From an optimization exercise on the open Yosys and OpenROAD flow, aimed at a short achievable clock period and few clock cycles; shortcuts taken in it are not production practice. Function was checked by simulation only, so behaviour that the tests miss may differ from the original.

==> run a: inputs <==
## col216_core
module col216_core (
    input  wire        clk,
    input  wire        rst,           
    input  wire [18:0] prog_len,      
    output wire        imem_en,
    output wire [17:0] imem_addr,
    input  wire [31:0] imem_rdata,
    output wire        dmem_re,
    output wire        dmem_we,
    output wire [17:0] dmem_addr,
    output wire [31:0] dmem_wdata,
    input  wire [31:0] dmem_rdata,
    output wire        wb_en,
    output wire [4:0]  wb_reg,
    output wire [31:0] wb_data,
    output wire        retire_valid,
    output wire [17:0] retire_idx,
    output wire        done,
    output wire [2:0]  status,
    output wire [18:0] err_idx
);
==> flow/config.mk <==
export PLATFORM = sky130hd
export DESIGN_NAME = col216_core
export DESIGN_NICKNAME = col216_core
export VERILOG_FILES = /design/flow/design.v
export SDC_FILE = /design/flow/constraint.sdc
export NUM_CORES = 4
export LEC_CHECK = 0
export CAP_MARGIN = 20
export CELL_PAD_IN_SITES_DETAIL_PLACEMENT = 1
export CORE_MARGIN = 2
export CORE_UTILIZATION = 40
export CTS_CLUSTER_DIAMETER = 100
export CTS_CLUSTER_SIZE = 30
export PLACE_DENSITY = 0.5
export SLEW_MARGIN = 20
==> flow/constraint.sdc <==
create_clock -name core_clock -period 14.0 [get_ports {clk}]
set_input_delay 2.8000 -clock core_clock [delete_from_list [all_inputs] [get_ports {clk}]]
set_output_delay 2.8000 -clock core_clock [all_outputs]
set_load 0.01 [all_outputs]
standard.sh (not shown) runs the stock make flow with config.mk's settings and CLKGATE_MAP_FILE= SYNTH_SCRIPT=/design/flow/synth_recipe.tcl, a recipe that flattens the netlist after the stock synthesis.
==> flow/flow/run.sh <==
#!/bin/bash
# The standard layout, with the setup repair aiming for more slack than the
# clock needs (repair_timing -setup_margin), so that the achieved period
# shrinks, with gate sizing free to change a cell's footprint, and with
# plain buffers (buf_4) on the ports instead of the delay cells the port
# buffering picks by default.
# Synthesis is the standard one, unchanged.
set -euo pipefail
bash standard.sh SETUP_SLACK_MARGIN=10.2 MATCH_CELL_FOOTPRINT=0 "BUFFER_PORTS_ARGS=-buffer_cell sky130_fd_sc_hd__buf_4" finish > flow_make.log 2>&1
==> run b (differences from run a) <==
--- a/flow/design.v
+++ b/flow/design.v
@@ -406,36 +406,23 @@
             if (fault) begin
                 pcv_n = 1'b0;
                 err_n = {1'b0, e2pc};
             end
         end
     end
-    wire f_rst    = rst;
-    wire f_len_ok = (prog_len[17:0] != 18'd0) ? !prog_len[18] : prog_len[18];
-    wire f_mis    = !rst && mispred;
-    wire f_red    = !rst && !mispred && d_redir;
-    wire f_adv    = !rst && !mispred && !d_redir && !stall && pcv;
-    wire f_hold   = !rst && !mispred && !d_redir && !(!stall && pcv);
-    wire f_stop   = !rst && fault;
     reg [17:0] imem_addr_o;
     reg        imem_en_o;
     reg [18:0] err_o;
     always @(posedge clk) begin
         pc          <= pc_n;
         pc_oh       <= oh2(pc_n[1:0]);
         pcv         <= pcv_n;
         err_r       <= err_n;
-        imem_addr_o <= ({18{f_mis}} & e_alt[17:0]) | ({18{f_red}} & pnext[17:0]) |
-                       ({18{f_adv & btb_hit}} & btb_t[17:0]) |
-                       ({18{f_adv & !btb_hit}} & fpc1[17:0]) |
-                       ({18{f_hold}} & pc[17:0]);
-        imem_en_o   <= !f_stop & ((f_rst & f_len_ok) | (f_mis & e_alt_v) | (f_red & pnext_v) |
-                                  (f_adv & btb_hit & btb_tlt) | (f_adv & !btb_hit & fpc1_lt) |
-                                  (f_hold & pcv));
-        err_o       <= ({19{f_rst}} & prog_len) | ({19{!f_rst & fault}} & {1'b0, e2pc}) |
-                       ({19{!f_rst & !fault}} & err_r);
+        imem_addr_o <= pc_n[17:0];
+        imem_en_o   <= pcv_n;
+        err_o       <= err_n;
     end
     always @(posedge clk) begin
         if (rst) begin
             len_r    <= prog_len;
             status_r <= (prog_len[18] && prog_len[17:0] != 18'd0) ? ST_MEM_LIM : ST_SUCCESS;
             done_r   <= 1'b0;
Settings changed: CTS_CLUSTER_DIAMETER 100 to default, CTS_CLUSTER_SIZE 30 to default.
==> run c (differences from run a) <==
--- a/flow/design.v
+++ b/flow/design.v
@@ -406,36 +406,23 @@
             if (fault) begin
                 pcv_n = 1'b0;
                 err_n = {1'b0, e2pc};
             end
         end
     end
-    wire f_rst    = rst;
-    wire f_len_ok = (prog_len[17:0] != 18'd0) ? !prog_len[18] : prog_len[18];
-    wire f_mis    = !rst && mispred;
-    wire f_red    = !rst && !mispred && d_redir;
-    wire f_adv    = !rst && !mispred && !d_redir && !stall && pcv;
-    wire f_hold   = !rst && !mispred && !d_redir && !(!stall && pcv);
-    wire f_stop   = !rst && fault;
     reg [17:0] imem_addr_o;
     reg        imem_en_o;
     reg [18:0] err_o;
     always @(posedge clk) begin
         pc          <= pc_n;
         pc_oh       <= oh2(pc_n[1:0]);
         pcv         <= pcv_n;
         err_r       <= err_n;
-        imem_addr_o <= ({18{f_mis}} & e_alt[17:0]) | ({18{f_red}} & pnext[17:0]) |
-                       ({18{f_adv & btb_hit}} & btb_t[17:0]) |
-                       ({18{f_adv & !btb_hit}} & fpc1[17:0]) |
-                       ({18{f_hold}} & pc[17:0]);
-        imem_en_o   <= !f_stop & ((f_rst & f_len_ok) | (f_mis & e_alt_v) | (f_red & pnext_v) |
-                                  (f_adv & btb_hit & btb_tlt) | (f_adv & !btb_hit & fpc1_lt) |
-                                  (f_hold & pcv));
-        err_o       <= ({19{f_rst}} & prog_len) | ({19{!f_rst & fault}} & {1'b0, e2pc}) |
-                       ({19{!f_rst & !fault}} & err_r);
+        imem_addr_o <= pc_n[17:0];
+        imem_en_o   <= pcv_n;
+        err_o       <= err_n;
     end
     always @(posedge clk) begin
         if (rst) begin
             len_r    <= prog_len;
             status_r <= (prog_len[18] && prog_len[17:0] != 18'd0) ? ST_MEM_LIM : ST_SUCCESS;
             done_r   <= 1'b0;
==> flow/run.sh (new file) <==
#!/bin/bash
# synth_recipe.tcl (not shown) runs the flow's synth.tcl, then flattens the netlist and writes it again
# the make line also repeats each setting of config.mk as NAME=value (left out here)
make -C /OpenROAD-flow-scripts/flow DESIGN_CONFIG=/design/flow/config.mk WORK_HOME=/design/flow/orfs CLKGATE_MAP_FILE= SYNTH_SCRIPT=/design/flow/synth_recipe.tcl finish
Settings changed: CELL_PAD_IN_SITES_DETAIL_PLACEMENT 1 to default, CTS_CLUSTER_DIAMETER 100 to default, CTS_CLUSTER_SIZE 30 to default, PLACE_DENSITY 0.5 to 0.6, SETUP_SLACK_MARGIN from default to 5.
removed: flow/flow/run.sh
removed: flow/standard.sh
==> comparison table <==
quantity	run b	run a	run c
Outcome	timing/DRC/antenna clean	timing/DRC/antenna clean	timing/DRC/antenna clean
Largest driver fanout on the critical path	2	23	6
Area growth from synthesis to final layout	20.6%	14.1%	13.6%
Minimum setup slack after placement	8.35 ns	8.43 ns	8.48 ns
Post-Synthesis Net Count	9657	9783	9657
Setup crit end kind	primary output	flip-flop	flip-flop
Achievable frequency	226 MHz	230 MHz	179 MHz
Detailed router's first-iteration violation count	14600	14600	17300
DR vias	87800	86200	85100
Wire length of the first global-routing pass	687 mm	664 mm	618 mm
Setup repair after global routing missed its margin	true	true	false
Met3 routed wirelength	65.8 mm	58.3 mm	67.3 mm
Met1 Wirelength	198 mm	188 mm	168 mm
Testbench counts of run a, summed over its fixed seeds: cycles 57,749.
Testbench counts of run b, summed over its fixed seeds: cycles 57,749.
Testbench counts of run c, summed over its fixed seeds: cycles 57,749.

[separate check: timing with driven ports]
Ports are ideal in the flow. The routed layouts listed here were re-timed in OpenROAD.
Step 1 assumes that a clkbuf_16 drives the clock port and a buf_2 every other input.
Step 2, shift: input delay + t, output delay - t, t = (earliest + latest rising clock arrival at the registers) / 2. This alone moves slack from input paths to output paths.
Three values: ideal ports, drivers, drivers and shift; two values: the first two.
run	t (ns)	setup slack, ns	worst slew at a driven data input, ns	cell pins on the clock port's net
run a	0.917	9.648 / 9.648 / 9.168	0.11	1
run b	0.999	9.584 / 9.481 / 9.245	0.08	1
run c	0.976	8.406 / 8.406 / 8.229	0.26	1
After both steps setup and hold are still met in every run listed. The setup slack of run a, which loses most, moves by 0.000 ns with the drivers and by -0.480 ns with both steps.
